Background: an optimization exercise with open tools, aiming at small area, a short achievable clock period and few clock cycles. Do not read the settings as production practice. Function was checked by simulation only, so behaviour that the tests miss may differ from the original.

## flow/design.v (module list and top-level ports; edited modules follow where they fit)
// module dkc_perm: 15 lines
// module dkc_mux4: 7 lines
// module dkc_des_sboxes: 293 lines
// module dkc_des_e: 14 lines
// module dkc_des_f: 14 lines
// module dkc_ksched: 61 lines
// module dkc: 415 lines
module dkc (
    input  wire        clk,
    input  wire        rst_n,         
    input  wire        host_we,
    input  wire        host_re,
    input  wire [8:0]  host_addr,
    input  wire [7:0]  host_wdata,
    output reg  [7:0]  host_rdata,    
    input  wire        cmd_valid,
    input  wire [15:0] cmd_word,
    output reg         rsp_valid,     
    output wire [7:0]  rsp_status
);
  // ...
==> flow/flow/run.sh <==
#!/bin/bash
# Layout flow: the standard flow (standard.sh) with one change.  The
# half- and full-adder cells are kept out of synthesis: otherwise Yosys's
# extract_fa fixes slow ha/fa cells into the DES S-box logic before ABC maps
# it.  Everything else (synthesis script, floorplan, power grid, placement,
# CTS, routing) is the standard flow's.
set -euo pipefail
cat >> config.mk <<'EOC'
export DONT_USE_CELLS += sky130_fd_sc_hd__ha_1 sky130_fd_sc_hd__ha_2 sky130_fd_sc_hd__ha_4 sky130_fd_sc_hd__fa_1 sky130_fd_sc_hd__fa_2 sky130_fd_sc_hd__fa_4
EOC
bash standard.sh > standard_flow.log 2>&1
==> flow/standard.sh <==
#!/bin/bash
# synth_recipe.tcl (not shown) runs the flow's synth.tcl, then flattens the netlist and writes it again
# the make line also repeats each setting of config.mk as NAME=value (left out here)
make -C /OpenROAD-flow-scripts/flow DESIGN_CONFIG=/design/flow/config.mk WORK_HOME=/design/flow/orfs CLKGATE_MAP_FILE= SYNTH_SCRIPT=/design/flow/synth_recipe.tcl "${@:-finish}"
==> flow/config.mk <==
export PLATFORM = sky130hd
export DESIGN_NAME = dkc
export DESIGN_NICKNAME = dkc
export VERILOG_FILES = /design/flow/design.v
export SDC_FILE = /design/flow/constraint.sdc
export NUM_CORES = 8
export LEC_CHECK = 0
export CAP_MARGIN = 40
export CORE_MARGIN = 2
export CORE_UTILIZATION = 50
export SETUP_SLACK_MARGIN = 3.3
export SLEW_MARGIN = 40
export TNS_END_PERCENT = 0
export DONT_USE_CELLS += sky130_fd_sc_hd__ha_1 sky130_fd_sc_hd__ha_2 sky130_fd_sc_hd__ha_4 sky130_fd_sc_hd__fa_1 sky130_fd_sc_hd__fa_2 sky130_fd_sc_hd__fa_4
==> flow/constraint.sdc <==
create_clock -name core_clock -period 8.0 [get_ports {clk}]
set_input_delay 1.6000 -clock core_clock [delete_from_list [all_inputs] [get_ports {clk}]]
set_output_delay 1.6000 -clock core_clock [all_outputs]
set_load 0.01 [all_outputs]
==> results.tsv, run 1 <==
stage	metric	value	unit
outcome	status	no timing/DRC/antenna violations	
logic_synthesis	synth-adder-area-share	0.1890	%
cts	post_cts_buffers	51	
worst_setup_path	worst-r2r-setup-slack	2.85	ns
worst_hold_path	hold_path.class	register to register	
logic_synthesis	syn_area	116500	um2
layout	finish.utilization	59.12	%
placement	portBuffers	49	
worst_setup_path	critPathSlowestCell	xnor2_4	
drt	drt-initial-drc-count	20470	
drt	wl_met1	202600	um
logic_synthesis	synth_top_area_share	44.94	%
sta	slew_headroom	25.53	%
logic_synthesis	synthTopCellsByArea	edfxtp_1 45%, dfxtp_1 6.0%, a22oi_1 4.8%, o21ai_0 3.8%, nand2_1 3.7%	
sta	skew	0.1104	ns
global_route	grt.busiest_layer	met2	
layout	mostFrequentLayoutCells	1,744 x edfxtp_1, 1,133 x nand2_1, 838 x buf_4, 810 x o21ai_0, 740 x a22oi_1	
logic_synthesis	synth_compound_area_share	22.14	%
worst_setup_path	r2r_start	cdb[10]	
cts	ctsResizeCount	268	
worst_setup_path	worst_setup_path_end_kind	register	
worst_setup_path	cp_top_family	XOR/XNOR gates	
worst_hold_path	min-delay-start	cw[2]	
worst_hold_path	min_path_cells	2	
worst_setup_path	start_kind	register	
layout	comb.multi_input.count	7927	
placement	routabilityCongestion	1.144	
cts	insertion_delay	0.95	ns
placement	dp_hpwl	424000	um
logic_synthesis	synthDistinctLibCells	108	
logic_synthesis	yosysTopAreaCell	edfxtp_1	
global_route	met2_usage	67.33	%
drt	drc	0	
floorplan	initial_core_util	50.21	%
logic_synthesis	syn_avg_cell_area	10.45	um2
cts	cts-root-buf	clkbuf_16	
worst_setup_path	critPathCapture	cur[48]	
layout	largest_reg_flops	1536	
Testbench counts, summed over its fixed seeds: cycles 42,949.
==> module dkc_ksched, before the edit <==
module dkc_ksched (
    input  wire [55:0]     cd,
    input  wire            dir,
    input  wire [2:0]      c,
    output wire [95:0]    ks,
    output wire [55:0]     cd_rot
);
    localparam [383:0] PC2_T = {
        8'd14, 8'd17, 8'd11, 8'd24, 8'd1, 8'd5, 8'd3, 8'd28, 8'd15, 8'd6, 8'd21, 8'd10, 8'd23, 8'd19, 8'd12, 8'd4, 8'd26, 8'd8, 8'd16, 8'd7, 8'd27, 8'd20, 8'd13, 8'd2, 8'd41, 8'd52, 8'd31, 8'd37, 8'd47, 8'd55, 8'd30, 8'd40, 8'd51, 8'd45, 8'd33, 8'd48, 8'd44, 8'd49, 8'd39, 8'd56, 8'd34, 8'd53, 8'd46, 8'd42, 8'd50, 8'd36, 8'd29, 8'd32
    };
    wire [47:0] k0;
    dkc_perm #(.N_IN(56), .N_OUT(48), .TABLE(PC2_T)) u_pc2_0 (.x(cd), .y(k0));
    reg cdr1_sel;
    always @(*)
        case ({dir, c})
            4'd0: cdr1_sel = 1'b0;
            4'd1: cdr1_sel = 1'b1;
            4'd2: cdr1_sel = 1'b1;
            4'd3: cdr1_sel = 1'b1;
            4'd4: cdr1_sel = 1'b1;
            4'd5: cdr1_sel = 1'b1;
            4'd6: cdr1_sel = 1'b1;
            4'd7: cdr1_sel = 1'b0;
            4'd8: cdr1_sel = 1'b1;
            4'd9: cdr1_sel = 1'b0;
            4'd10: cdr1_sel = 1'b0;
            4'd11: cdr1_sel = 1'b0;
            4'd12: cdr1_sel = 1'b0;
            4'd13: cdr1_sel = 1'b0;
            4'd14: cdr1_sel = 1'b0;
            4'd15: cdr1_sel = 1'b1;
            default: cdr1_sel = 1'b0;
        endcase
    wire [55:0] cdr1_t = cdr1_sel ? {{cd[28:28], cd[55:29]}, {cd[0:0], cd[27:1]}} : {{cd[29:28], cd[55:30]}, {cd[1:0], cd[27:2]}};
    wire [55:0] cdr1 = dir ? cdr1_t : {{cdr1_t[52:28], cdr1_t[55:53]}, {cdr1_t[24:0], cdr1_t[27:25]}};
    wire [47:0] k1;
    dkc_perm #(.N_IN(56), .N_OUT(48), .TABLE(PC2_T)) u_pc2_1 (.x(cdr1), .y(k1));
    reg nxt_sel;
    always @(*)
        case ({dir, c})
            4'd0: nxt_sel = 1'b0;
            4'd1: nxt_sel = 1'b1;
            4'd2: nxt_sel = 1'b1;
            4'd3: nxt_sel = 1'b0;
            4'd4: nxt_sel = 1'b1;
            4'd5: nxt_sel = 1'b1;
            4'd6: nxt_sel = 1'b1;
            4'd8: nxt_sel = 1'b1;
            4'd9: nxt_sel = 1'b0;
            4'd10: nxt_sel = 1'b0;
            4'd11: nxt_sel = 1'b1;
            4'd12: nxt_sel = 1'b0;
            4'd13: nxt_sel = 1'b0;
            4'd14: nxt_sel = 1'b0;
            default: nxt_sel = 1'b0;
        endcase
    wire [55:0] nxt_t = nxt_sel ? {{cd[30:28], cd[55:31]}, {cd[2:0], cd[27:3]}} : {{cd[31:28], cd[55:32]}, {cd[3:0], cd[27:4]}};
    wire [55:0] nxt = dir ? nxt_t : {{nxt_t[48:28], nxt_t[55:49]}, {nxt_t[20:0], nxt_t[27:21]}};
    assign cd_rot = nxt;
    assign ks = {k0, k1};
endmodule
==> module dkc, before the edit <==
module dkc (
    input  wire        clk,
    input  wire        rst_n,         
    input  wire        host_we,
    input  wire        host_re,
    input  wire [8:0]  host_addr,
    input  wire [7:0]  host_wdata,
    output reg  [7:0]  host_rdata,    
    input  wire        cmd_valid,
    input  wire [15:0] cmd_word,
    output reg         rsp_valid,     
    output wire [7:0]  rsp_status
);
    localparam integer RPC = 2;                
    localparam integer NC  = 16 / RPC;         
    localparam integer CW  = (NC > 8) ? 4 : (NC > 4) ? 3 : (NC > 2) ? 2 : 1;
    localparam [3:0] OP_KEXP = 4'h1, OP_TENC = 4'h2, OP_TDEC = 4'h3,
                     OP_XOR  = 4'h4, OP_MSKI = 4'h5, OP_MSKR = 4'h6,
                     OP_IPEK = 4'h7, OP_SKR  = 4'h8, OP_DTK  = 4'h9;
    localparam [2:0] E_OK = 3'd0, E_KEYLEN = 3'd1, E_BLKLEN = 3'd2,
                     E_MISMATCH = 3'd3, E_KSNLEN = 3'd5, E_ILLEGAL = 3'd6;
    localparam [63:0] IPEK_VARIANT  = 64'hC0C0C0C0_00000000;
    localparam [63:0] ROUND_VARIANT = 64'hFFFFFFFF_00000000;
    localparam [63:0] ROUND_KSN_AND = 64'hFFFFFFFF_FFE00000;
    localparam integer S_IDLE = 0, S_RDA = 1, S_RDB = 2, S_LD = 3, S_RUN = 4, S_WR = 5;
    localparam [511:0] IP_T = {
        8'd58, 8'd50, 8'd42, 8'd34, 8'd26, 8'd18, 8'd10, 8'd2,
        8'd60, 8'd52, 8'd44, 8'd36, 8'd28, 8'd20, 8'd12, 8'd4,
        8'd62, 8'd54, 8'd46, 8'd38, 8'd30, 8'd22, 8'd14, 8'd6,
        8'd64, 8'd56, 8'd48, 8'd40, 8'd32, 8'd24, 8'd16, 8'd8,
        8'd57, 8'd49, 8'd41, 8'd33, 8'd25, 8'd17, 8'd9, 8'd1,
        8'd59, 8'd51, 8'd43, 8'd35, 8'd27, 8'd19, 8'd11, 8'd3,
        8'd61, 8'd53, 8'd45, 8'd37, 8'd29, 8'd21, 8'd13, 8'd5,
        8'd63, 8'd55, 8'd47, 8'd39, 8'd31, 8'd23, 8'd15, 8'd7
    };
    localparam [511:0] FP_T = {
        8'd40, 8'd8, 8'd48, 8'd16, 8'd56, 8'd24, 8'd64, 8'd32,
        8'd39, 8'd7, 8'd47, 8'd15, 8'd55, 8'd23, 8'd63, 8'd31,
        8'd38, 8'd6, 8'd46, 8'd14, 8'd54, 8'd22, 8'd62, 8'd30,
        8'd37, 8'd5, 8'd45, 8'd13, 8'd53, 8'd21, 8'd61, 8'd29,
        8'd36, 8'd4, 8'd44, 8'd12, 8'd52, 8'd20, 8'd60, 8'd28,
        8'd35, 8'd3, 8'd43, 8'd11, 8'd51, 8'd19, 8'd59, 8'd27,
        8'd34, 8'd2, 8'd42, 8'd10, 8'd50, 8'd18, 8'd58, 8'd26,
        8'd33, 8'd1, 8'd41, 8'd9, 8'd49, 8'd17, 8'd57, 8'd25
    };
    localparam [447:0] PC1_T = {
        8'd57, 8'd49, 8'd41, 8'd33, 8'd25, 8'd17, 8'd9, 8'd1,
        8'd58, 8'd50, 8'd42, 8'd34, 8'd26, 8'd18, 8'd10, 8'd2,
        8'd59, 8'd51, 8'd43, 8'd35, 8'd27, 8'd19, 8'd11, 8'd3,
        8'd60, 8'd52, 8'd44, 8'd36, 8'd63, 8'd55, 8'd47, 8'd39,
        8'd31, 8'd23, 8'd15, 8'd7, 8'd62, 8'd54, 8'd46, 8'd38,
        8'd30, 8'd22, 8'd14, 8'd6, 8'd61, 8'd53, 8'd45, 8'd37,
        8'd29, 8'd21, 8'd13, 8'd5, 8'd28, 8'd20, 8'd12, 8'd4
    };
    reg [8*192-1:0] buf_data;
    reg [8*5-1:0]   buf_len;
    reg [2:0]       status_err;
    wire         eng_we;             
    wire [2:0]   eng_idx;
    wire [4:0]   eng_len;
    wire [191:0] eng_data;
    wire [191:0] wbus   = rst_n ? (eng_we ? eng_data : {24{host_wdata}}) : 192'd0;
    wire [4:0]   wlen   = rst_n ? (eng_we ? eng_len : host_wdata[4:0]) : 5'd0;
    wire         hw_buf = host_we && host_addr[8] == 1'b0;
    genvar n, j;
    generate
        for (n = 0; n < 8; n = n + 1) begin : g_buf
            wire sel_n = hw_buf && host_addr[7:5] == n;
            wire eng_n = eng_we && eng_idx == n;
            for (j = 0; j < 24; j = j + 1) begin : g_byte
                wire en = !rst_n || eng_n || (sel_n && host_addr[4:0] == j);
                always @(posedge clk)
                    if (en)
                        buf_data[n*192 + (23-j)*8 +: 8] <= wbus[(23-j)*8 +: 8];
            end
            wire len_en = !rst_n || eng_n ||
                          (sel_n && host_addr[4:0] == 5'd24 && host_wdata <= 8'd24);
            always @(posedge clk)
                if (len_en)
                    buf_len[n*5 +: 5] <= wlen;
        end
    endgenerate
    reg  [5:0]  st;           
    reg  [7:0]  esel;         
    reg  [15:0] cw;
    wire [3:0]  op  = cw[15:12];
    wire [2:0]  rd  = cw[11:9];
    wire [2:0]  rs1 = cw[8:6];
    wire [2:0]  rs2 = cw[5:3];
    reg  [191:0] rport;
    reg  [4:0]   rlen;
    integer m;
    always @(*) begin
        rport = 192'd0;
        rlen  = 5'd0;
        for (m = 0; m < 8; m = m + 1)
            if (st[S_IDLE] ? (host_addr[7:5] == m) : esel[m]) begin
                rport = rport | buf_data[m*192 +: 192];
                rlen  = rlen  | buf_len[m*5 +: 5];
            end
    end
    reg [7:0] rbyte;
    integer m2;
    always @(*) begin
        rbyte = 8'd0;
        for (m2 = 0; m2 < 24; m2 = m2 + 1)
            if (host_addr[4:0] == m2)
                rbyte = rbyte | rport[(23-m2)*8 +: 8];
    end
    always @(posedge clk) begin
        if (!rst_n) begin
            host_rdata <= 8'd0;
        end else if (host_re) begin
            if (host_addr == 9'h100)
                host_rdata <= {5'd0, status_err};
            else if (host_addr[8] == 1'b1)
                host_rdata <= 8'd0;
            else if (host_addr[4:0] < 5'd24)
                host_rdata <= rbyte;
            else if (host_addr[4:0] == 5'd24)
                host_rdata <= {3'd0, rlen};
            else
                host_rdata <= 8'd0;
        end
    end
    assign rsp_status = {5'd0, status_err};
    reg  [4:0]    a_len;
    reg  [127:0]  cur;        
    reg  [63:0]   blk;        
    reg  [31:0]   la, ra, lb, rb;
    reg  [55:0]   cda, cdb;   
    reg  [CW-1:0] cyc;
    reg  [1:0]    pass;
    reg  [4:0]    fcnt;       
    reg  [20:0]   ctr;        
    reg           dec0;       
    reg           vsel;       
    reg           fold_op;
    wire [191:0] a_data = {cur, blk};
    wire [191:0] b_data = rport;
    wire [4:0]   b_len  = rlen;
    wire two_operand = (op == OP_KEXP) || (op == OP_MSKI) || (op == OP_MSKR);
    wire illegal = (cw[2:0] != 3'd0) || (op == 4'h0) || (op > OP_DTK) ||
                   (two_operand && rs2 != 3'd0);
    wire a_key_ok  = (a_len == 5'd16) || (a_len == 5'd24);
    wire a_is_16   = (a_len == 5'd16);
    wire b_ksn8_10 = (b_len == 5'd8) || (b_len == 5'd10);
    reg [2:0] err;
    always @(*) begin
        err = E_OK;
        if (illegal)
            err = E_ILLEGAL;
        else begin
            case (op)
                OP_KEXP: if (!a_key_ok) err = E_KEYLEN;
                OP_TENC, OP_TDEC: begin
                    if (!a_key_ok)           err = E_KEYLEN;
                    else if (b_len != 5'd8)  err = E_BLKLEN;
                end
                OP_XOR:  if (a_len != b_len) err = E_MISMATCH;
                OP_MSKI: if (a_len < 5'd8)   err = E_KSNLEN;
                OP_MSKR: if (!(a_len == 5'd8 || a_len == 5'd10)) err = E_KSNLEN;
                OP_IPEK: begin
                    if (!a_is_16)            err = E_KEYLEN;
                    else if (b_len < 5'd8)   err = E_KSNLEN;
                end
                OP_SKR, OP_DTK: begin
                    if (!a_is_16)            err = E_KEYLEN;
                    else if (!b_ksn8_10)     err = E_KSNLEN;
                end
                default: err = E_ILLEGAL;
            endcase
        end
    end
    wire is_tdes = (op == OP_TENC) || (op == OP_TDEC);
    wire is_fold = (op == OP_IPEK) || (op == OP_SKR) || (op == OP_DTK);
    wire [63:0] a_ksn8 = (a_len == 5'd10) ? a_data[175:112] : a_data[191:128];
    wire [63:0] b_ksn8 = (b_len == 5'd10) ? b_data[175:112] : b_data[191:128];
    wire [63:0] a_mski = {a_data[191:136], a_data[135:128] & 8'hE0};
    wire [63:0] b_mski = {b_data[191:136], b_data[135:128] & 8'hE0};
    wire [63:0] a_mskr = a_ksn8 & ROUND_KSN_AND;
    wire [63:0] b_mskr = b_ksn8 & ROUND_KSN_AND;
    wire [63:0] fold_m = vsel ? b_mski : b_mskr;
    reg [4:0] pop;
    integer q;
    always @(*) begin
        pop = 5'd0;
        for (q = 0; q < 21; q = q + 1)
            pop = pop + {4'd0, ctr[q]};
    end
    reg [4:0] pop_q;
    reg       lastf_q;        
    always @(posedge clk) begin
        pop_q   <= pop;
        lastf_q <= (fcnt == pop_q);
    end
    reg [191:0] xor_keep;
    integer bb;
    always @(*)
        for (bb = 0; bb < 24; bb = bb + 1)
            xor_keep[(23-bb)*8 +: 8] = (bb < a_len) ? 8'hFF : 8'h00;
    wire [191:0] xor_res  = (a_data ^ b_data) & xor_keep;
    wire [191:0] kexp_res = a_is_16 ? {a_data[191:64], a_data[191:128]} : a_data;
    wire run       = st[S_RUN];
    wire last_cyc  = (cyc == NC - 1);
    wire des_end   = run && last_cyc && pass == 2'd2;
    wire fold_rst  = des_end && fold_op && !lastf_q;      
    wire dir       = dec0 ^ (pass == 2'd1);
    reg run_mid_q, pass_end_q, des_end_q, fold_rst_q;
    wire ld_q = st[S_LD];     
    wire pre_last = run && cyc == NC - 2;
    always @(posedge clk) begin
        if (!rst_n) begin
            run_mid_q  <= 1'b0;
            pass_end_q <= 1'b0;
            des_end_q  <= 1'b0;
            fold_rst_q <= 1'b0;
        end else begin
            run_mid_q  <= ld_q || (run && !pre_last);
            pass_end_q <= pre_last && pass != 2'd2;
            des_end_q  <= pre_last && pass == 2'd2;
            fold_rst_q <= pre_last && pass == 2'd2 && fold_op && !lastf_q;
        end
    end
    wire [63:0] variant = vsel ? IPEK_VARIANT : ROUND_VARIANT;
    wire [RPC*48-1:0] ksa, ksb;
    wire [55:0] cda_rot, cdb_rot;
    dkc_ksched u_ksa (.cd(cda), .dir(dir), .c(cyc), .ks(ksa), .cd_rot(cda_rot));
    dkc_ksched u_ksb (.cd(cdb), .dir(dir), .c(cyc), .ks(ksb), .cd_rot(cdb_rot));
    wire [63:0] k3 = a_is_16 ? cur[127:64] : blk;    
    reg  [63:0] key_ld;
    reg         dir_ld;
    always @(*) begin
        if (ld_q) begin
            key_ld = dec0 ? k3 : cur[127:64];
            dir_ld = dec0;
        end else if (pass == 2'd0) begin
            key_ld = cur[63:0];                       
            dir_ld = ~dec0;
        end else begin
            key_ld = (fold_op || dec0) ? cur[127:64] : k3;
            dir_ld = dec0;
        end
    end
    wire [55:0] pa_ld, pb_ld;
    dkc_perm #(.N_IN(64), .N_OUT(56), .TABLE(PC1_T)) u_pc1a (.x(key_ld), .y(pa_ld));
    dkc_perm #(.N_IN(64), .N_OUT(56), .TABLE(PC1_T)) u_pc1b (.x(key_ld ^ variant), .y(pb_ld));
    wire [55:0] cda_ld = dir_ld ? pa_ld : {pa_ld[54:28], pa_ld[55], pa_ld[26:0], pa_ld[27]};
    wire [55:0] cdb_ld = dir_ld ? pb_ld : {pb_ld[54:28], pb_ld[55], pb_ld[26:0], pb_ld[27]};
    wire [31:0] al [0:RPC];
    wire [31:0] ar [0:RPC];
    wire [31:0] bl [0:RPC];
    wire [31:0] br [0:RPC];
    wire [31:0] af [0:RPC-1];
    wire [31:0] bf [0:RPC-1];
    assign al[0] = la;  assign ar[0] = ra;
    assign bl[0] = lb;  assign br[0] = rb;
    genvar s;
    generate
        for (s = 0; s < RPC; s = s + 1) begin : g_rnd
            wire [47:0] ka = ksa[(RPC-1-s)*48 +: 48];
            wire [47:0] kb = ksb[(RPC-1-s)*48 +: 48];
            wire [47:0] xa, xb;
            if (s == 0) begin : g_first
                wire [47:0] ea, eb;
                dkc_des_e u_ea (.r(ar[0]), .e(ea));
                dkc_des_e u_eb (.r(br[0]), .e(eb));
                assign xa = ea ^ ka;
                assign xb = eb ^ kb;
            end else begin : g_next
                wire [47:0] ela, elb, efa, efb;
                dkc_des_e u_ela (.r(al[s-1]), .e(ela));
                dkc_des_e u_elb (.r(bl[s-1]), .e(elb));
                dkc_des_e u_efa (.r(af[s-1]), .e(efa));
                dkc_des_e u_efb (.r(bf[s-1]), .e(efb));
                assign xa = (ela ^ ka) ^ efa;
                assign xb = (elb ^ kb) ^ efb;
            end
            dkc_des_f u_fa (.x(xa), .f(af[s]));
            dkc_des_f u_fb (.x(xb), .f(bf[s]));
            assign al[s+1] = ar[s];
            assign ar[s+1] = al[s] ^ af[s];
            assign bl[s+1] = br[s];
            assign br[s+1] = bl[s] ^ bf[s];
        end
    endgenerate
    wire [63:0] out_a, out_b;
    dkc_perm #(.N_IN(64), .N_OUT(64), .TABLE(FP_T)) u_fpa (.x({ar[RPC], al[RPC]}), .y(out_a));
    dkc_perm #(.N_IN(64), .N_OUT(64), .TABLE(FP_T)) u_fpb (.x({br[RPC], bl[RPC]}), .y(out_b));
    wire [55:0] pa_fr, pb_fr;
    dkc_perm #(.N_IN(64), .N_OUT(56), .TABLE(PC1_T)) u_pc1af (.x(out_a), .y(pa_fr));
    dkc_perm #(.N_IN(64), .N_OUT(56), .TABLE(PC1_T)) u_pc1bf (.x(out_a ^ variant), .y(pb_fr));
    wire [55:0] cda_fr = {pa_fr[54:28], pa_fr[55], pa_fr[26:0], pa_fr[27]};
    wire [55:0] cdb_fr = {pb_fr[54:28], pb_fr[55], pb_fr[26:0], pb_fr[27]};
    wire [63:0] src = fold_op ? blk : {lb, rb};
    wire [63:0] blk_in = fold_op ? fold_m : b_data[191:128];
    wire [63:0] blk_ip;
    dkc_perm #(.N_IN(64), .N_OUT(64), .TABLE(IP_T)) u_ip (.x(blk_in), .y(blk_ip));
    always @(posedge clk) begin
        if (!rst_n) begin
            st         <= 6'd1 << S_IDLE;
            cw         <= 16'd0;
            status_err <= E_OK;
            rsp_valid  <= 1'b0;
        end else begin
            rsp_valid <= 1'b0;
            if (st[S_IDLE] && cmd_valid) begin
                cw <= cmd_word;
                st <= 6'd1 << S_RDA;
            end
            if (st[S_RDA])
                st <= 6'd1 << S_RDB;
            if (st[S_RDB]) begin
                if (err != E_OK) begin
                    status_err <= err;
                    rsp_valid  <= 1'b1;
                    st         <= 6'd1 << S_IDLE;
                end else if (is_tdes || is_fold) begin
                    st <= 6'd1 << S_LD;
                end else begin
                    st <= 6'd1 << S_WR;
                end
            end
            if (ld_q)
                st <= 6'd1 << S_RUN;
            if (des_end && !fold_rst)
                st <= 6'd1 << S_WR;
            if (st[S_WR]) begin
                status_err <= E_OK;
                rsp_valid  <= 1'b1;
                st         <= 6'd1 << S_IDLE;
            end
        end
    end
    always @(posedge clk)
        if (st[S_IDLE])
            esel <= 8'd1 << cmd_word[8:6];
        else if (st[S_RDA])
            esel <= 8'd1 << rs2;
    always @(posedge clk) begin
        if (st[S_RDA]) begin
            blk     <= rport[63:0];
            a_len   <= rlen;
            dec0    <= (op == OP_TDEC);
            vsel    <= (op == OP_IPEK);
            fold_op <= is_fold;
        end
        if (st[S_RDB]) begin
            fcnt <= 5'd0;
            ctr  <= (op == OP_DTK) ? b_ksn8[20:0] : 21'd0;
            if (fold_op)
                blk <= blk_ip;
        end
        if (ld_q) begin
            cyc  <= {CW{1'b0}};
            pass <= 2'd0;
        end
        if (run) begin
            cyc <= last_cyc ? {CW{1'b0}} : cyc + 1'b1;
            if (pass_end_q)
                pass <= pass + 2'd1;
            if (des_end_q) begin
                pass <= 2'd0;
                if (fold_op)
                    fcnt <= fcnt + 5'd1;
            end
        end
        if (st[S_RDA] || (run && des_end_q))
            cur <= cur_d;
        cda <= cda_d;
        cdb <= cdb_d;
        la  <= la_d;
        ra  <= ra_d;
        lb  <= lb_d;
        rb  <= rb_d;
    end
    wire dp_pe    = pass_end_q;                   
    wire dp_fr    = fold_rst_q;                   
    wire dp_ld    = ld_q;                         
    wire dp_rdb   = st[S_RDB];                    
    wire dp_plain = !(dp_pe || dp_fr || dp_ld || dp_rdb);
    wire cd_rot_s = run_mid_q;
    wire cd_ld_s  = !(run_mid_q || fold_rst_q);
    wire [31:0] la_d = ({32{dp_pe}} & ar[RPC]) | ({32{dp_plain}} & al[RPC]) |
                       ({32{dp_ld}} & src[63:32]) | ({32{dp_fr}} & blk[63:32]);
    wire [31:0] ra_d = ({32{dp_pe}} & al[RPC]) | ({32{dp_plain}} & ar[RPC]) |
                       ({32{dp_ld}} & src[31:0]) | ({32{dp_fr}} & blk[31:0]);
    wire [31:0] lb_d = ({32{dp_pe}} & br[RPC]) | ({32{dp_plain}} & bl[RPC]) |
                       ({32{dp_ld || dp_fr}} & blk[63:32]) | ({32{dp_rdb}} & blk_ip[63:32]);
    wire [31:0] rb_d = ({32{dp_pe}} & bl[RPC]) | ({32{dp_plain}} & br[RPC]) |
                       ({32{dp_ld || dp_fr}} & blk[31:0]) | ({32{dp_rdb}} & blk_ip[31:0]);
    wire [55:0] cda_d = ({56{dp_fr}} & cda_fr) | ({56{cd_rot_s}} & cda_rot) |
                        ({56{cd_ld_s}} & cda_ld);
    wire [55:0] cdb_d = ({56{dp_fr}} & cdb_fr) | ({56{cd_rot_s}} & cdb_rot) |
                        ({56{cd_ld_s}} & cdb_ld);
    wire [127:0] cur_d = st[S_RDA] ? rport[191:64] :
                         {out_a, fold_op ? out_b : cur[63:0]};
    reg [191:0] result;
    reg [4:0]   result_len;
    always @(*) begin
        case (op)
            OP_KEXP: begin result = kexp_res;                   result_len = 5'd24; end
            OP_TENC,
            OP_TDEC: begin result = {cur[127:64], 128'd0};      result_len = 5'd8;  end
            OP_XOR:  begin result = xor_res;                    result_len = a_len; end
            OP_MSKI: begin result = {a_mski, 128'd0};           result_len = 5'd8;  end
            OP_MSKR: begin result = {a_mskr, 128'd0};           result_len = 5'd8;  end
            default: begin result = {cur, 64'd0};               result_len = 5'd16; end
        endcase
    end
    assign eng_we   = st[S_WR];
    assign eng_idx  = rd;
    assign eng_len  = result_len;
    assign eng_data = result;
endmodule
==> inputs of run 2 (changes only) <==
--- a/flow/design.v
+++ b/flow/design.v
@@ -341,10 +341,38 @@
     dkc_des_sboxes u_s (.x(x), .y(s_out));
     dkc_perm #(.N_IN(32), .N_OUT(32), .TABLE(P_T)) u_p (.x(s_out), .y(f));
 endmodule
+module dkc_ksel (
+    input  wire        dir,
+    input  wire [2:0]  c,
+    output reg  [1:0]  sel
+);
+    always @(*) begin
+        sel = 2'd0;
+        case ({dir, c})
+            4'd0: sel = 2'b00;
+            4'd1: sel = 2'b11;
+            4'd2: sel = 2'b11;
+            4'd3: sel = 2'b01;
+            4'd4: sel = 2'b11;
+            4'd5: sel = 2'b11;
+            4'd6: sel = 2'b11;
+            4'd7: sel = 2'b00;
+            4'd8: sel = 2'b11;
+            4'd9: sel = 2'b00;
+            4'd10: sel = 2'b00;
+            4'd11: sel = 2'b10;
+            4'd12: sel = 2'b00;
+            4'd13: sel = 2'b00;
+            4'd14: sel = 2'b00;
+            4'd15: sel = 2'b01;
+            default: sel = 2'd0;
+        endcase
+    end
+endmodule
 module dkc_ksched (
     input  wire [55:0]     cd,
     input  wire            dir,
-    input  wire [2:0]      c,
+    input  wire [1:0]      sel,
     output wire [95:0]    ks,
     output wire [55:0]     cd_rot
 );
@@ -353,51 +381,11 @@
     };
     wire [47:0] k0;
     dkc_perm #(.N_IN(56), .N_OUT(48), .TABLE(PC2_T)) u_pc2_0 (.x(cd), .y(k0));
-    reg cdr1_sel;
-    always @(*)
-        case ({dir, c})
-            4'd0: cdr1_sel = 1'b0;
-            4'd1: cdr1_sel = 1'b1;
-            4'd2: cdr1_sel = 1'b1;
-            4'd3: cdr1_sel = 1'b1;
-            4'd4: cdr1_sel = 1'b1;
-            4'd5: cdr1_sel = 1'b1;
-            4'd6: cdr1_sel = 1'b1;
-            4'd7: cdr1_sel = 1'b0;
-            4'd8: cdr1_sel = 1'b1;
-            4'd9: cdr1_sel = 1'b0;
-            4'd10: cdr1_sel = 1'b0;
-            4'd11: cdr1_sel = 1'b0;
-            4'd12: cdr1_sel = 1'b0;
-            4'd13: cdr1_sel = 1'b0;
-            4'd14: cdr1_sel = 1'b0;
-            4'd15: cdr1_sel = 1'b1;
-            default: cdr1_sel = 1'b0;
-        endcase
-    wire [55:0] cdr1_t = cdr1_sel ? {{cd[28:28], cd[55:29]}, {cd[0:0], cd[27:1]}} : {{cd[29:28], cd[55:30]}, {cd[1:0], cd[27:2]}};
+    wire [55:0] cdr1_t = sel[0] ? {{cd[28:28], cd[55:29]}, {cd[0:0], cd[27:1]}} : {{cd[29:28], cd[55:30]}, {cd[1:0], cd[27:2]}};
     wire [55:0] cdr1 = dir ? cdr1_t : {{cdr1_t[52:28], cdr1_t[55:53]}, {cdr1_t[24:0], cdr1_t[27:25]}};
     wire [47:0] k1;
     dkc_perm #(.N_IN(56), .N_OUT(48), .TABLE(PC2_T)) u_pc2_1 (.x(cdr1), .y(k1));
-    reg nxt_sel;
-    always @(*)
-        case ({dir, c})
-            4'd0: nxt_sel = 1'b0;
-            4'd1: nxt_sel = 1'b1;
-            4'd2: nxt_sel = 1'b1;
-            4'd3: nxt_sel = 1'b0;
-            4'd4: nxt_sel = 1'b1;
-            4'd5: nxt_sel = 1'b1;
-            4'd6: nxt_sel = 1'b1;
-            4'd8: nxt_sel = 1'b1;
-            4'd9: nxt_sel = 1'b0;
-            4'd10: nxt_sel = 1'b0;
-            4'd11: nxt_sel = 1'b1;
-            4'd12: nxt_sel = 1'b0;
-            4'd13: nxt_sel = 1'b0;
-            4'd14: nxt_sel = 1'b0;
-            default: nxt_sel = 1'b0;
-        endcase
-    wire [55:0] nxt_t = nxt_sel ? {{cd[30:28], cd[55:31]}, {cd[2:0], cd[27:3]}} : {{cd[31:28], cd[55:32]}, {cd[3:0], cd[27:4]}};
+    wire [55:0] nxt_t = sel[1] ? {{cd[30:28], cd[55:31]}, {cd[2:0], cd[27:3]}} : {{cd[31:28], cd[55:32]}, {cd[3:0], cd[27:4]}};
     wire [55:0] nxt = dir ? nxt_t : {{nxt_t[48:28], nxt_t[55:49]}, {nxt_t[20:0], nxt_t[27:21]}};
     assign cd_rot = nxt;
     assign ks = {k0, k1};
@@ -609,7 +597,6 @@
     wire last_cyc  = (cyc == NC - 1);
     wire des_end   = run && last_cyc && pass == 2'd2;
     wire fold_rst  = des_end && fold_op && !lastf_q;      
-    wire dir       = dec0 ^ (pass == 2'd1);
     reg run_mid_q, pass_end_q, des_end_q, fold_rst_q;
     wire ld_q = st[S_LD];     
     wire pre_last = run && cyc == NC - 2;
@@ -629,8 +616,21 @@
     wire [63:0] variant = vsel ? IPEK_VARIANT : ROUND_VARIANT;
     wire [RPC*48-1:0] ksa, ksb;
     wire [55:0] cda_rot, cdb_rot;
-    dkc_ksched u_ksa (.cd(cda), .dir(dir), .c(cyc), .ks(ksa), .cd_rot(cda_rot));
-    dkc_ksched u_ksb (.cd(cdb), .dir(dir), .c(cyc), .ks(ksb), .cd_rot(cdb_rot));
+    wire [CW-1:0] cyc_n  = ld_q ? {CW{1'b0}} :
+                           run ? (last_cyc ? {CW{1'b0}} : cyc + 1'b1) : cyc;
+    wire [1:0]    pass_n = ld_q ? 2'd0 :
+                           run ? (pass_end_q ? pass + 2'd1 : des_end_q ? 2'd0 : pass) : pass;
+    wire          dir_n  = dec0 ^ (pass_n == 2'd1);
+    wire [RPC-1:0] ksel_n;
+    dkc_ksel u_ksel (.dir(dir_n), .c(cyc_n), .sel(ksel_n));
+    reg  [RPC-1:0] ksel_q;
+    reg            kdir_q;
+    always @(posedge clk) begin
+        ksel_q <= ksel_n;
+        kdir_q <= dir_n;
+    end
+    dkc_ksched u_ksa (.cd(cda), .dir(kdir_q), .sel(ksel_q), .ks(ksa), .cd_rot(cda_rot));
+    dkc_ksched u_ksb (.cd(cdb), .dir(kdir_q), .sel(ksel_q), .ks(ksb), .cd_rot(cdb_rot));
     wire [63:0] k3 = a_is_16 ? cur[127:64] : blk;    
     reg  [63:0] key_ld;
     reg         dir_ld;
--- a/flow/config.mk
+++ b/flow/config.mk
@@ -5,10 +5,12 @@
 export SDC_FILE = /design/flow/constraint.sdc
 export NUM_CORES = 8
 export LEC_CHECK = 0
+export ABC_AREA = 1
 export CAP_MARGIN = 40
 export CORE_MARGIN = 2
 export CORE_UTILIZATION = 50
-export SETUP_SLACK_MARGIN = 3.3
+export CTS_BUF_LIST = sky130_fd_sc_hd__clkbuf_8
+export SETUP_SLACK_MARGIN = 4.5
 export SLEW_MARGIN = 40
 export TNS_END_PERCENT = 0
 export DONT_USE_CELLS += sky130_fd_sc_hd__ha_1 sky130_fd_sc_hd__ha_2 sky130_fd_sc_hd__ha_4 sky130_fd_sc_hd__fa_1 sky130_fd_sc_hd__fa_2 sky130_fd_sc_hd__fa_4
==> run 2 against run 1 <==
- synthesized cell count is 23% higher
- final cell count rose by 21%
- sequential share of layout area down 0.15 points
==> results.tsv, run 2 <==
stage	metric	value	unit	change
placement	dp_hpwl	470900	um	+11%
logic_synthesis	synthFlopType	edfxtp_1		
global_route	grt_pass1_vias	106700		
worst_setup_path	start_kind	register		
sta	fin_tns_setup	0	ns	
logic_synthesis	synth_top_area_share	45.38	%	+0.44 points
logic_synthesis	seq_area_frac_synth	51.53	%	
layout	finish.utilization	60.05	%	+0.93 points
logic_synthesis	async_reset_ff_share	0	%	
logic_synthesis	ys_ff_latch	2099		
logic_synthesis	syn_avg_cell_area	8.411	um2	-20%
layout	regMostFlops	buf_data		
outcome	status	no timing/DRC/antenna violations		
floorplan	core	229700	um2	
layout	fin_nets	14310		
drt	drt-initial-drc-count	24880		+22%
logic_synthesis	synth_edf_count	1744		
floorplan	initial_core_util	50.25	%	about the same
global_route	antenna_found_initial	94		
sta	rsz0062_at_grt	true		
layout	design_area	137900	um2	
global_route	grt_overflow	0		
drt	vias	122200		
cts	cts_tree	done		
layout	largest_reg_flops	1536		unchanged
cts	cts_buffers	359		
logic_synthesis	yosysWarnings	2		
layout	reg_top3	buf_data (1536), cur (128), blk (64)		
global_route	grt_pass1_wl	871600	um	
floorplan	die-area	234700	um2	
sta	setup_viol	0		
drt	viasPerCell	6.917		
sta	fin_crit_sh	48.97	%	
floorplan	die_w	484.4	um	
floorplan	pin_count	55		
logic_synthesis	synthCells	13720		
floorplan	fp-row-count	176		
placement	portBuffers	49		unchanged
cts	path_clk_slew	0.06	ns	
drt	wirelength	668400	um	
logic_synthesis	yosysTopAreaCell	edfxtp_1		
layout	fin_cells	17660		
worst_setup_path	worst_setup_path_end_kind	register		
placement	place_area	122100	um2	
drt	drtPass1Iterations	13		
cts	clock_sinks	2099		
worst_setup_path	crit_fanout	12		
cts	cts_htree_levels	5		
worst_setup_path	arrival	4.80	ns	
logic_synthesis	synthTopCellsByArea	edfxtp_1 45%, nand2_1 14%, dfxtp_1 6.2%, nand3_1 6.2%, o21ai_0 5.4%		
layout	drive_gt1_share	17.86	%	
cts	hold_buffers	0		
placement	dp.cells	16610		
logic_synthesis	synthTopCellsByCount	4,229 x nand2_1, 1,744 x edfxtp_1, 1,420 x nand3_1		
sta	slew_headroom	26.76	%	+1.2 points
worst_hold_path	hold_path.class	register to register		
floorplan	die_y	484.4	um	
sta	hold_violations	0		
layout	mostFrequentLayoutCells	4,029 x nand2_1, 1,744 x edfxtp_1, 1,247 x nand3_1, 1,185 x inv_1, 1,036 x o21ai_0		
sta	tightest_slew	1.096	ns	
global_route	grt_usage	53.92	%	
sta	fmax	0.2553	GHz	
flow_run	cap_violations	0		
placement	routabilityCongestion	1.188		+3.8%
sta	slew_viol_final	0		
drt	wl_per_cell	37.84	um	
sta	skew	0.1535	ns	+0.04309 ns
cts	cts-root-buf	clkbuf_8		
drt	ant_nets	0		
layout	syn_to_final_growth	19.51	%	
logic_synthesis	yosysMostFrequentCell	nand2_1		
worst_setup_path	required	8.88	ns	
logic_synthesis	synthDistinctLibCells	71		-34%
global_route	grt_max_degree	93		
cts	insertion_delay	1.19	ns	+0.24 ns
worst_setup_path	critPathKind	register to register		
logic_synthesis	syn_area	115400	um2	-0.96%
sta	min_period	3.918	ns	
cts	ctsLongestPathBuffers	4		
drt	drc	0		unchanged
layout	fillers	19660		
layout	final_common_cell	nand2_1		
sta	worst_hold_slack	0.4670	ns	
==> run 2: cell types whose count changed after synthesis, sizes merged, moves of 322 or more <==
| cell | delta |
|---|---|
| inv | +1151 |
| o21ai | +412 |
| a22oi | -715 |
| xnor2 | -322 |
| nand2 | +3164 |
| nand3 | +1206 |
==> run 2: what timing repair did <==
action                                  in CTS  in global routing
gates cloned                                11                 24
setup buffers                               85                200
gates resized for setup                    608                748
endpoints found under the setup margin    2626               2236
pin swaps                                   52                121
==> run 2: worst max-delay path, stage by stage, from the launching register on <==
cell and delay [ns]:
dfxtp_4 0.48, buf_4 0.21, inv_6 0.05, o21ai_0 0.56, o21ai_0 0.21, xor2_1 0.30, nand3_1 0.17, nand2_4 0.20
nand2_1 0.15, nand2_1 0.09, nand2_1 0.07, o211ai_1 0.20, nand3_2 0.29, nand2_1 0.14, nand2_1 0.15, nand3_1 0.20
nand2_1 0.23
==> run 2: cells by family after synthesis <==
group                     Yosys count  synth area share [%]
and+or+nand+nor                  6453                 23.35
AOI/OAI and AO/OA                2817                 14.68
DFF                              2099                 51.53
buffers and inverters            1897                 6.458
xor gates and xnor gates          414                 3.633
muxes                              40                0.3469
other                               1              0.003249
==> run 2: worst paths after layout <==
path                   from      end  slack, ns  cells after the start
setup / recovery  ksel_q[0]  cda[20]       4.08                     16
hold / removal     pop_q[1]  lastf_q       0.47                      2
setup reg to reg  ksel_q[0]  cda[20]       4.08                     16
hold reg to reg    pop_q[1]  lastf_q       0.47                      2
==> run 2: stage by stage <==
step           setup WS (ns)
2_1_floorplan          4.267
3_3_place_gp           1.112
3_5_place_dp           1.376
4_1_cts                4.233
5_1_grt                4.127
6_report               4.083
==> run 2: cell type report <==
type	instances	area [um2]	area share [%]
Multi-Input combinational cell	9732	54690	39.65
Sequential cell	2099	59780	43.34
Clock inverter	252	1394	1.011
Tap cell	3026	3786	2.745
Clock buffer	381	5244	3.802
Antenna cell	92	230.2	0.1669
Timing Repair inverter	17	148.9	0.1079
Inverter	1245	4992	3.619
Timing Repair Buffer	820	7665	5.557
==> run 2: metal layers <==
layer	share of wire (%)	track usage, %	vias up
li1	-	-	48710
met1	31	60.74	57150
met2	39	72.48	12450
met3	18	29.40	3786
met4	12	48.33	80
met5	0.26	2.511	-
Testbench counts of run 2, summed over its fixed seeds: cycles 42,949.
==> inputs of run 3 (changes only) <==
--- a/flow/config.mk
+++ b/flow/config.mk
@@ -8,9 +8,9 @@
 export ABC_AREA = 1
 export CAP_MARGIN = 40
 export CORE_MARGIN = 2
-export CORE_UTILIZATION = 50
+export CORE_UTILIZATION = 45
 export CTS_BUF_LIST = sky130_fd_sc_hd__clkbuf_8
-export SETUP_SLACK_MARGIN = 4.5
+export SETUP_SLACK_MARGIN = 4.2
 export SLEW_MARGIN = 40
 export TNS_END_PERCENT = 0
 export DONT_USE_CELLS += sky130_fd_sc_hd__ha_1 sky130_fd_sc_hd__ha_2 sky130_fd_sc_hd__ha_4 sky130_fd_sc_hd__fa_1 sky130_fd_sc_hd__fa_2 sky130_fd_sc_hd__fa_4
==> run 3 against run 2 <==
- sequential share of layout area grew 0.98 points
- synthesized cell count is the same
- clock-buffer cell count shrank 11
- via count shrank 4.0%
- fmax shrank 6.2%
- still clean
==> results.tsv, run 3 <==
stage	metric	value	unit	change
worst_setup_path	required	8.77	ns	-0.11 ns
floorplan	die_w	510.4	um	+5.4%
logic_synthesis	seq_area_frac_synth	51.53	%	unchanged
worst_setup_path	r2r_start	st[5]		
global_route	grt_usage	49.84	%	-4.1 points
sta	fmax	0.2396	GHz	-6.2%
worst_setup_path	crit_fanout	39		+27
worst_setup_path	critPathCapture	buf_data[516]		
worst_setup_path	start_kind	register		
layout	syn_to_final_growth	16.72	%	
cts	ctsLongestPathBuffers	4		unchanged
floorplan	initial_core_util	45.33	%	-4.9 points
logic_synthesis	syn_area	115400	um2	unchanged
logic_synthesis	yosysWarnings	2		unchanged
cts	cts_htree_levels	5		unchanged
sta	skew	0.1044	ns	-0.04913 ns
flow_run	cap_violations	0		unchanged
layout	mostFrequentLayoutCells	4,103 x nand2_1, 1,744 x edfxtp_1, 1,301 x nand3_1, 1,198 x inv_1, 1,089 x o21ai_0		
cts	cts_tree	done		
layout	drive_gt1_share	15.24	%	-2.6 points
placement	dp_hpwl	498900	um	+6.0%
placement	portBuffers	49		unchanged
outcome	status	no timing/DRC/antenna violations		
sta	worst_hold_slack	0.4892	ns	+0.02220 ns
logic_synthesis	synthDistinctLibCells	71		unchanged
floorplan	die-area	260500	um2	+11%
logic_synthesis	synth_edf_count	1744		unchanged
layout	seq_area	59710	um2	-0.12%
drt	vias	117300		-4.0%
cts	hold_buffers	0		unchanged
worst_setup_path	reg2regPathDepth	8		-8
logic_synthesis	synthTopCellsByArea	edfxtp_1 45%, nand2_1 14%, dfxtp_1 6.2%, nand3_1 6.2%, o21ai_0 5.4%		
floorplan	core	254600	um2	+11%
sta	tightest_slew	1.112	ns	+0.01586 ns
worst_setup_path	rr_endpoint	buf_data[516]		
logic_synthesis	ys_ff_latch	2099		unchanged
global_route	grt_pass1_wl	886700	um	+1.7%
sta	worst_slack	3.826	ns	-0.2567 ns
cts	clock_sinks	2099		unchanged
placement	dp.cells	17000		+2.4%
drt	viasPerCell	6.580		-4.9%
worst_setup_path	worst_setup_path_end_kind	register		
layout	largest_reg_flops	1536		unchanged
drt	drt-initial-drc-count	20870		-16%
logic_synthesis	async_reset_ff_share	0	%	unchanged
logic_synthesis	synthFlopType	edfxtp_1		
sta	setup_viol	0		unchanged
worst_setup_path	critPathKind	register to register		
global_route	antenna_found_initial	68		-28%
layout	fin_nets	14180		-0.89%
logic_synthesis	syn_avg_cell_area	8.411	um2	unchanged
floorplan	die_y	510.4	um	+5.4%
worst_setup_path	crit_start	st[5]		
cts	insertion_delay	1.10	ns	-0.09 ns
logic_synthesis	yosysTopAreaCell	edfxtp_1		
cts	cts-root-buf	clkbuf_8		
floorplan	fp-row-count	185		+5.1%
sta	fin_crit_sh	52.18	%	+3.2 points
drt	wirelength	671900	um	+0.53%
floorplan	pin_count	55		unchanged
sta	min_period	4.174	ns	+0.2567 ns
sta	fin_tns_setup	0	ns	unchanged
drt	wl_per_cell	37.69	um	-0.40%
logic_synthesis	synth_top_area_share	45.38	%	unchanged
sta	slew_headroom	25.61	%	-1.2 points
logic_synthesis	synthCells	13720		unchanged
worst_setup_path	arrival	4.95	ns	+0.15 ns
sta	slew_viol_final	0		unchanged
layout	regMostFlops	buf_data		
drt	ant_nets	0		unchanged
drt	drc	0		unchanged
placement	preCtsSetupSlack	1.274	ns	-0.1013 ns
worst_setup_path	worst-r2r-setup-slack	3.83	ns	-0.26 ns
cts	cts_buffers	356		-0.84%
layout	fillers	23280		+18%
global_route	grt_max_degree	139		+49%
cts	path_clk_slew	0.06	ns	about the same
worst_hold_path	hold_path.class	register to register		
drt	drtPass1Iterations	10		-3
global_route	grt_overflow	0		unchanged
logic_synthesis	yosysMostFrequentCell	nand2_1		
sta	hold_violations	0		unchanged
layout	reg_top3	buf_data (1536), cur (128), blk (64)		
layout	multi_input_comb_area	52780	um2	-3.5%
layout	fin_cells	17830		+0.93%
layout	final_common_cell	nand2_1		
placement	routabilityCongestion	1.142		-3.8%
sta	rsz0062_at_grt	true		
logic_synthesis	synthTopCellsByCount	4,229 x nand2_1, 1,744 x edfxtp_1, 1,420 x nand3_1		
global_route	grt_pass1_vias	105200		-1.4%
## run 3: cell counts after synthesis
No cell type changed its count.
## run 3: logic make-up (layout without fill, tap and decap cells)
logic type | count (synthesis) | after routing | share of synthesized area [%]
muxes | 40 | 40 | 0.3469
and+or+nand+nor | 6453 | 6453 | 23.35
other | 1 | 54 | 0.003249
DFF | 2099 | 2099 | 51.53
buffers and inverters | 1897 | 2586 | 6.458
AOI/OAI and AO/OA | 2817 | 2817 | 14.68
xor gates and xnor gates | 414 | 414 | 3.633
## run 3: per-layer routing
layer / track usage [%] / vias up / wire length (um)
met5: 0.1645 / - / 633
met4: 45.57 / 52 / 79920
li1: - / 48410 / -
met1: 58.72 / 55650 / 222900
met2: 69.75 / 10420 / 268200
met3: 19.30 / 2772 / 100200
## run 3: final cells by class
cell class | instances | share of cell area (%)
Antenna cell | 49 | 0.09102
Clock buffer | 370 | 3.780
Clock inverter | 256 | 1.166
Inverter | 1245 | 3.634
Multi-Input combinational cell | 9729 | 39.18
Sequential cell | 2099 | 44.33
Tap cell | 3366 | 3.126
Timing Repair Buffer | 708 | 4.649
Timing Repair inverter | 7 | 0.04830
## run 3: worst min path at each step
stage	start	endpoint	depth (start not counted)	slack [ns]
floorplan	lastf_q	fold_rst_q	1	0.40
global placement	cw[2]	cw[2]	2	0.47
detailed placement	des_end_q	pass[1]	1	0.48
CTS	cw[0]	cw[0]	2	0.49
global route	pop_q[1]	lastf_q	2	0.52
finish	pop_q[3]	lastf_q	2	0.49
## run 3: metrics by stage
stage | instance area [um2] | utilization, %
6_report | 134700 | 52.91
5_1_grt | 134600 | 52.86
4_1_cts | 131900 | 51.79
3_5_place_dp | 122600 | 48.13
3_3_place_gp | 122000 | 47.90
2_1_floorplan | 115800 | -
## run 3: worst max-delay path, cell delays in order, from the launching register on
cell	delay, ns
dfxtp_4	0.44
clkinv_2	0.09
buf_6	0.47
buf_4	0.56
nor2_1	0.32
a21oi_4	0.44
buf_4	0.54
o21ai_0	0.50
buf_4	0.31
## run 3: timing repair
action / in CTS / in global routing
hold endpoints to repair: 0 / 0
setup endpoints to repair: 2066 / 1922
cloned: 5 / 9
buffers inserted: 65 / 72
gates resized for setup: 464 / 445
pin swaps: 35 / 46
==> inputs of run 4 (changes only) <==
--- a/flow/design.v
+++ b/flow/design.v
@@ -448,6 +448,7 @@
     reg [8*5-1:0]   buf_len;
     reg [2:0]       status_err;
     wire         eng_we;             
+    reg  [7:0]   eng_oh_q;           
     wire [2:0]   eng_idx;
     wire [4:0]   eng_len;
     wire [191:0] eng_data;
@@ -458,7 +459,7 @@
     generate
         for (n = 0; n < 8; n = n + 1) begin : g_buf
             wire sel_n = hw_buf && host_addr[7:5] == n;
-            wire eng_n = eng_we && eng_idx == n;
+            wire eng_n = eng_oh_q[n];
             for (j = 0; j < 24; j = j + 1) begin : g_byte
                 wire en = !rst_n || eng_n || (sel_n && host_addr[4:0] == j);
                 always @(posedge clk)
@@ -566,10 +567,31 @@
     end
     wire is_tdes = (op == OP_TENC) || (op == OP_TDEC);
     wire is_fold = (op == OP_IPEK) || (op == OP_SKR) || (op == OP_DTK);
-    wire [63:0] a_ksn8 = (a_len == 5'd10) ? a_data[175:112] : a_data[191:128];
-    wire [63:0] b_ksn8 = (b_len == 5'd10) ? b_data[175:112] : b_data[191:128];
+    reg r_kexp, r_tdes, r_xor, r_mski, r_mskr;
+    reg a16_q, a10_q;
+    reg [23:0] keep_q;
+    integer kb;
+    always @(posedge clk) begin
+        if (st[S_RDA]) begin
+            r_kexp <= (op == OP_KEXP);
+            r_tdes <= is_tdes;
+            r_xor  <= (op == OP_XOR);
+            r_mski <= (op == OP_MSKI);
+            r_mskr <= (op == OP_MSKR);
+        end
+        if (st[S_RDB]) begin
+            a16_q <= (a_len == 5'd16);
+            a10_q <= (a_len == 5'd10);
+            for (kb = 0; kb < 24; kb = kb + 1)
+                keep_q[23-kb] <= (kb < a_len);
+        end
+    end
+    wire [63:0] a_ksn8 = a10_q ? a_data[175:112] : a_data[191:128];
+    reg  [4:0]   bl_q;
+    wire [127:0] braw   = {lb, rb, blk};
+    wire [63:0] b_ksn8 = (bl_q == 5'd10) ? braw[111:48] : braw[127:64];
     wire [63:0] a_mski = {a_data[191:136], a_data[135:128] & 8'hE0};
-    wire [63:0] b_mski = {b_data[191:136], b_data[135:128] & 8'hE0};
+    wire [63:0] b_mski = {braw[127:72], braw[71:64] & 8'hE0};
     wire [63:0] a_mskr = a_ksn8 & ROUND_KSN_AND;
     wire [63:0] b_mskr = b_ksn8 & ROUND_KSN_AND;
     wire [63:0] fold_m = vsel ? b_mski : b_mskr;
@@ -590,9 +612,9 @@
     integer bb;
     always @(*)
         for (bb = 0; bb < 24; bb = bb + 1)
-            xor_keep[(23-bb)*8 +: 8] = (bb < a_len) ? 8'hFF : 8'h00;
+            xor_keep[(23-bb)*8 +: 8] = {8{keep_q[23-bb]}};
     wire [191:0] xor_res  = (a_data ^ b_data) & xor_keep;
-    wire [191:0] kexp_res = a_is_16 ? {a_data[191:64], a_data[191:128]} : a_data;
+    wire [191:0] kexp_res = a16_q ? {a_data[191:64], a_data[191:128]} : a_data;
     wire run       = st[S_RUN];
     wire last_cyc  = (cyc == NC - 1);
     wire des_end   = run && last_cyc && pass == 2'd2;
@@ -631,7 +653,7 @@
     end
     dkc_ksched u_ksa (.cd(cda), .dir(kdir_q), .sel(ksel_q), .ks(ksa), .cd_rot(cda_rot));
     dkc_ksched u_ksb (.cd(cdb), .dir(kdir_q), .sel(ksel_q), .ks(ksb), .cd_rot(cdb_rot));
-    wire [63:0] k3 = a_is_16 ? cur[127:64] : blk;    
+    wire [63:0] k3 = a16_q ? cur[127:64] : blk;      
     reg  [63:0] key_ld;
     reg         dir_ld;
     always @(*) begin
@@ -696,13 +718,13 @@
     dkc_perm #(.N_IN(64), .N_OUT(56), .TABLE(PC1_T)) u_pc1bf (.x(out_a ^ variant), .y(pb_fr));
     wire [55:0] cda_fr = {pa_fr[54:28], pa_fr[55], pa_fr[26:0], pa_fr[27]};
     wire [55:0] cdb_fr = {pb_fr[54:28], pb_fr[55], pb_fr[26:0], pb_fr[27]};
-    wire [63:0] src = fold_op ? blk : {lb, rb};
-    wire [63:0] blk_in = fold_op ? fold_m : b_data[191:128];
+    wire [63:0] blk_in = fold_op ? fold_m : {lb, rb};
     wire [63:0] blk_ip;
     dkc_perm #(.N_IN(64), .N_OUT(64), .TABLE(IP_T)) u_ip (.x(blk_in), .y(blk_ip));
     always @(posedge clk) begin
         if (!rst_n) begin
             st         <= 6'd1 << S_IDLE;
+            eng_oh_q   <= 8'd0;
             cw         <= 16'd0;
             status_err <= E_OK;
             rsp_valid  <= 1'b0;
@@ -729,6 +751,10 @@
                 st <= 6'd1 << S_RUN;
             if (des_end && !fold_rst)
                 st <= 6'd1 << S_WR;
+            eng_oh_q <= 8'd0;
+            if ((st[S_RDB] && err == E_OK && !is_tdes && !is_fold) ||
+                (des_end && !fold_rst))
+                eng_oh_q <= 8'd1 << rd;
             if (st[S_WR]) begin
                 status_err <= E_OK;
                 rsp_valid  <= 1'b1;
@@ -750,14 +776,17 @@
             fold_op <= is_fold;
         end
         if (st[S_RDB]) begin
-            fcnt <= 5'd0;
-            ctr  <= (op == OP_DTK) ? b_ksn8[20:0] : 21'd0;
+            bl_q <= rlen;
             if (fold_op)
-                blk <= blk_ip;
+                blk <= rport[127:64];              
         end
         if (ld_q) begin
+            fcnt <= 5'd0;
+            ctr  <= (op == OP_DTK) ? b_ksn8[20:0] : 21'd0;
             cyc  <= {CW{1'b0}};
             pass <= 2'd0;
+            if (fold_op)
+                blk <= blk_ip;
         end
         if (run) begin
             cyc <= last_cyc ? {CW{1'b0}} : cyc + 1'b1;
@@ -786,33 +815,32 @@
     wire cd_rot_s = run_mid_q;
     wire cd_ld_s  = !(run_mid_q || fold_rst_q);
     wire [31:0] la_d = ({32{dp_pe}} & ar[RPC]) | ({32{dp_plain}} & al[RPC]) |
-                       ({32{dp_ld}} & src[63:32]) | ({32{dp_fr}} & blk[63:32]);
+                       ({32{dp_ld}} & blk_ip[63:32]) | ({32{dp_fr}} & blk[63:32]);
     wire [31:0] ra_d = ({32{dp_pe}} & al[RPC]) | ({32{dp_plain}} & ar[RPC]) |
-                       ({32{dp_ld}} & src[31:0]) | ({32{dp_fr}} & blk[31:0]);
+                       ({32{dp_ld}} & blk_ip[31:0]) | ({32{dp_fr}} & blk[31:0]);
     wire [31:0] lb_d = ({32{dp_pe}} & br[RPC]) | ({32{dp_plain}} & bl[RPC]) |
-                       ({32{dp_ld || dp_fr}} & blk[63:32]) | ({32{dp_rdb}} & blk_ip[63:32]);
+                       ({32{dp_ld}} & blk_ip[63:32]) | ({32{dp_fr}} & blk[63:32]) |
+                       ({32{dp_rdb}} & rport[191:160]);
     wire [31:0] rb_d = ({32{dp_pe}} & bl[RPC]) | ({32{dp_plain}} & br[RPC]) |
-                       ({32{dp_ld || dp_fr}} & blk[31:0]) | ({32{dp_rdb}} & blk_ip[31:0]);
+                       ({32{dp_ld}} & blk_ip[31:0]) | ({32{dp_fr}} & blk[31:0]) |
+                       ({32{dp_rdb}} & rport[159:128]);
     wire [55:0] cda_d = ({56{dp_fr}} & cda_fr) | ({56{cd_rot_s}} & cda_rot) |
                         ({56{cd_ld_s}} & cda_ld);
     wire [55:0] cdb_d = ({56{dp_fr}} & cdb_fr) | ({56{cd_rot_s}} & cdb_rot) |
                         ({56{cd_ld_s}} & cdb_ld);
     wire [127:0] cur_d = st[S_RDA] ? rport[191:64] :
                          {out_a, fold_op ? out_b : cur[63:0]};
-    reg [191:0] result;
-    reg [4:0]   result_len;
-    always @(*) begin
-        case (op)
-            OP_KEXP: begin result = kexp_res;                   result_len = 5'd24; end
-            OP_TENC,
-            OP_TDEC: begin result = {cur[127:64], 128'd0};      result_len = 5'd8;  end
-            OP_XOR:  begin result = xor_res;                    result_len = a_len; end
-            OP_MSKI: begin result = {a_mski, 128'd0};           result_len = 5'd8;  end
-            OP_MSKR: begin result = {a_mskr, 128'd0};           result_len = 5'd8;  end
-            default: begin result = {cur, 64'd0};               result_len = 5'd16; end
-        endcase
-    end
-    assign eng_we   = st[S_WR];
+    wire [191:0] result =
+        ({192{r_kexp}}  & kexp_res) |
+        ({192{r_tdes}}  & {cur[127:64], 128'd0}) |
+        ({192{r_xor}}   & xor_res) |
+        ({192{r_mski}}  & {a_mski, 128'd0}) |
+        ({192{r_mskr}}  & {a_mskr, 128'd0}) |
+        ({192{fold_op}} & {cur, 64'd0});
+    wire [4:0] result_len = r_xor  ? a_len :
+                            r_kexp ? 5'd24 :
+                            fold_op ? 5'd16 : 5'd8;
+    assign eng_we   = |eng_oh_q;
     assign eng_idx  = rd;
     assign eng_len  = result_len;
     assign eng_data = result;
--- a/flow/config.mk
+++ b/flow/config.mk
@@ -8,9 +8,9 @@
 export ABC_AREA = 1
 export CAP_MARGIN = 40
 export CORE_MARGIN = 2
-export CORE_UTILIZATION = 45
+export CORE_UTILIZATION = 50
 export CTS_BUF_LIST = sky130_fd_sc_hd__clkbuf_8
-export SETUP_SLACK_MARGIN = 4.2
+export SETUP_SLACK_MARGIN = 4.5
 export SLEW_MARGIN = 40
 export TNS_END_PERCENT = 0
 export DONT_USE_CELLS += sky130_fd_sc_hd__ha_1 sky130_fd_sc_hd__ha_2 sky130_fd_sc_hd__ha_4 sky130_fd_sc_hd__fa_1 sky130_fd_sc_hd__fa_2 sky130_fd_sc_hd__fa_4
==> run 4 against run 3 <==
- sequential cell count is 44 higher
- synthesized cell count is 0.46% higher
- setup slack worse by 0.015 ns
- core utilization is 5.8 points higher
- routed wire length is 0.17% lower
- cell area is 1.3% higher
- still clean
- final cell count is 0.99% lower
- clock-buffer cell count is 13 higher
- critical path depth stayed put
==> results.tsv, run 4 <==
stage	metric	value	unit	change
global_route	grt_usage	53.92	%	+4.1 points
sta	tightest_slew	1.143	ns	+0.03151 ns
outcome	status	no timing/DRC/antenna violations		
layout	mostFrequentLayoutCells	3,803 x nand2_1, 1,780 x edfxtp_1, 1,290 x o21ai_0, 1,205 x nand3_1, 1,166 x inv_1		
placement	preCtsSetupSlack	1.748	ns	+0.4734 ns
cts	cts-root-buf	clkbuf_8		
drt	ant_nets	0		unchanged
drt	drc	0		unchanged
logic_synthesis	synthTopCellsByCount	3,923 x nand2_1, 1,780 x edfxtp_1, 1,462 x o21ai_0		
sta	fin_crit_sh	52.37	%	+0.19 points
floorplan	die-area	237200	um2	-9.0%
drt	vias	122900		+4.8%
worst_setup_path	critPathKind	register to register		
global_route	grt.busiest_layer	met2		
floorplan	pin_count	55		unchanged
worst_hold_path	hold_path.class	register to register		
layout	finish.utilization	58.74	%	+5.8 points
sta	fin_tns_setup	0	ns	unchanged
placement	place_area	123800	um2	+0.99%
placement	dp_hpwl	483200	um	-3.2%
layout	final_common_cell	nand2_1		
layout	design_area	136500	um2	+1.3%
layout	drive_gt1_share	15.74	%	+0.51 points
worst_setup_path	worst_setup_path_end_kind	register		
worst_setup_path	cp_common_cell	buf_4		
sta	slew_headroom	23.78	%	-1.8 points
sta	fmax	0.2387	GHz	-0.36%
sta	worst_hold_slack	0.4830	ns	-0.006211 ns
worst_setup_path	required	9.08	ns	+0.31 ns
flow_run	cap_violations	0		unchanged
global_route	grt_pass1_vias	107500		+2.2%
worst_setup_path	cp_top_family	compound AO/OA/AOI/OAI gates		
sta	setup_viol	0		unchanged
floorplan	initial_core_util	50.22	%	+4.9 points
cts	cts_htree_levels	5		unchanged
logic_synthesis	yosysTopAreaCell	edfxtp_1		
worst_setup_path	slowest_delay	0.75	ns	+0.19 ns
sta	min_period	4.189	ns	+0.01520 ns
logic_synthesis	synth_top_area_share	45.82	%	+0.44 points
cts	cts_buffers	363		+2.0%
logic_synthesis	yosysWarnings	2		unchanged
floorplan	core	232300	um2	-8.8%
global_route	grt_pass1_wl	876700	um	-1.1%
global_route	use_met3	28.59	%	+9.3 points
sta	hold_violations	0		unchanged
sta	rsz0062_at_grt	true		
logic_synthesis	yosysMostFrequentCell	nand2_1		
cts	ctsLongestPathBuffers	4		unchanged
layout	fin_nets	14240		+0.42%
logic_synthesis	synthCells	13780		+0.46%
worst_setup_path	critPathSlowestCell	o21ai_0		
cts	cts_tree	done		
drt	wirelength	670800	um	-0.17%
placement	dp.cells	16680		-1.9%
layout	largest_reg_flops	1536		unchanged
drt	drt-initial-drc-count	25210		+21%
layout	syn_to_final_growth	16.97	%	
logic_synthesis	async_reset_ff_share	0	%	unchanged
logic_synthesis	synthDistinctLibCells	69		-2.8%
floorplan	fp-row-count	177		-4.3%
global_route	grt_max_degree	162		+17%
drt	viasPerCell	6.961		+5.8%
floorplan	die_y	487.0	um	-4.6%
worst_setup_path	crit_fanout	38		-2.6%
drt	wl_per_cell	38.00	um	+0.83%
logic_synthesis	synth_edf_count	1780		+2.1%
global_route	met1_usage	62.30	%	+3.6 points
logic_synthesis	syn_avg_cell_area	8.463	um2	+0.62%
layout	regMostFlops	buf_data		
global_route	met2_usage	72.31	%	+2.6 points
logic_synthesis	ys_ff_latch	2143		+2.1%
global_route	antenna_found_initial	111		+63%
sta	slew_viol_final	0		unchanged
placement	portBuffers	49		unchanged
logic_synthesis	synthFlopType	edfxtp_1		
sta	worst_slack	3.811	ns	-0.01520 ns
logic_synthesis	synthTopCellsByArea	edfxtp_1 46%, nand2_1 13%, o21ai_0 6.3%, dfxtp_1 6.2%, nand3_1 5.5%		
drt	drtPass1Iterations	22		+12
layout	fin_cells	17650		-0.99%
worst_setup_path	path_cells	buf_4, nor2_1, inv_4, buf_4, o211ai_1, nand3_1, o21ai_0, a221o_1		
logic_synthesis	syn_area	116700	um2	+1.1%
worst_setup_path	arrival	5.27	ns	+0.32 ns
global_route	grt_overflow	0		unchanged
worst_setup_path	start_kind	register		
floorplan	die_w	487.0	um	-4.6%
cts	path_clk_slew	0.06	ns	about the same
cts	insertion_delay	1.23	ns	+0.13 ns
logic_synthesis	seq_area_frac_synth	52.05	%	+0.51 points
placement	routabilityCongestion	1.188		+4.0%
cts	clock_sinks	2143		+2.1%
layout	reg_top3	buf_data (1536), cur (128), blk (64)		
worst_setup_path	crit_buf_inv	3		-2
sta	skew	0.1485	ns	+0.04414 ns
## run 4: cell type report
class,count,area [um2]
multi-input cells,9756,53220
diodes,128,320.3
fillers,19850,95860
repair inverters,9,75.07
inverters,1200,4755
repair buffers,732,6584
clock buffers,383,5271
flip-flops and latches,2143,60980
clock inverters,259,1436
well taps,3043,3807
## run 4: worst reg2reg max path: cells and delay by family (launching register included)
family,cells,cell delay [ns]
buffers and inverters,3,1.16
and+or+nand+nor,2,1.23
AOI/OAI and AO/OA,3,1.35
DFF,1,0.38
## run 4: what timing repair did
action,CTS,global route
hold buffers,0,0
cloned,2,18
gates resized for setup,209,646
hold endpoints to repair,0,0
endpoints found under the setup margin,2738,2813
buffers inserted,34,136
pin swaps,14,62
## run 4: logic make-up (layout without fill, tap and decap cells)
| group | Yosys count | in the layout | share of synthesized area (%) |
|---|---|---|---|
| compound gates | 3384 | 3384 | 16.83 |
| buf+inv | 1891 | 2583 | 6.361 |
| mux | 43 | 43 | 0.3689 |
| other cells | 1 | 133 | 0.003214 |
| flops | 2143 | 2143 | 52.05 |
| xor+xnor | 334 | 334 | 2.952 |
| simple gates | 5988 | 5990 | 21.44 |
## run 4: layer usage
metal  share of wire (%)  up-vias
met2                  38    13010
li1                    -    49020
met5               0.098        -
met4                  11       56
met1                  32    57080
met3                  18     3723
## run 4: path summary, 6_finish.rpt
check / start / endpoint / slack, ns / cells after the start
hold reg to reg: cw[11] / eng_oh_q[4] / 0.48 / 2
hold / removal: cw[11] / eng_oh_q[4] / 0.48 / 2
setup reg to reg: fold_op / cdb[51] / 3.81 / 8
setup / recovery: fold_op / cdb[51] / 3.81 / 8
Testbench counts of run 4, summed over its fixed seeds: cycles 42,949.

## separate check: timing with driven ports
Ports are ideal in the flow. The routed layouts listed here were re-timed in OpenROAD.
Step 1: set_driving_cell puts a clkbuf_16 on clk and a buf_2 on each other input, an assumption about the parent block.
Step 2 times the ports against the registers' clock, not the clock port: input delays grow and output delays shrink by t, the midpoint of the rising clock arrivals with the driver on.
Three values: no drivers, after step 1, after step 2; two values: the first two.
run | shift t [ns] | setup slack, ns | worst setup path at the end
run 1 | 0.991 | 2.849 / 2.849 / 2.141 | input to register
run 2 | 1.212 | 4.083 / 3.976 / 2.764 | input to register
run 3 | 1.140 | 3.826 / 3.826 / 2.850 | input to register
run 4 | 1.254 | 3.811 / 3.746 / 2.492 | input to register
After both steps setup and hold are still met in every run listed.
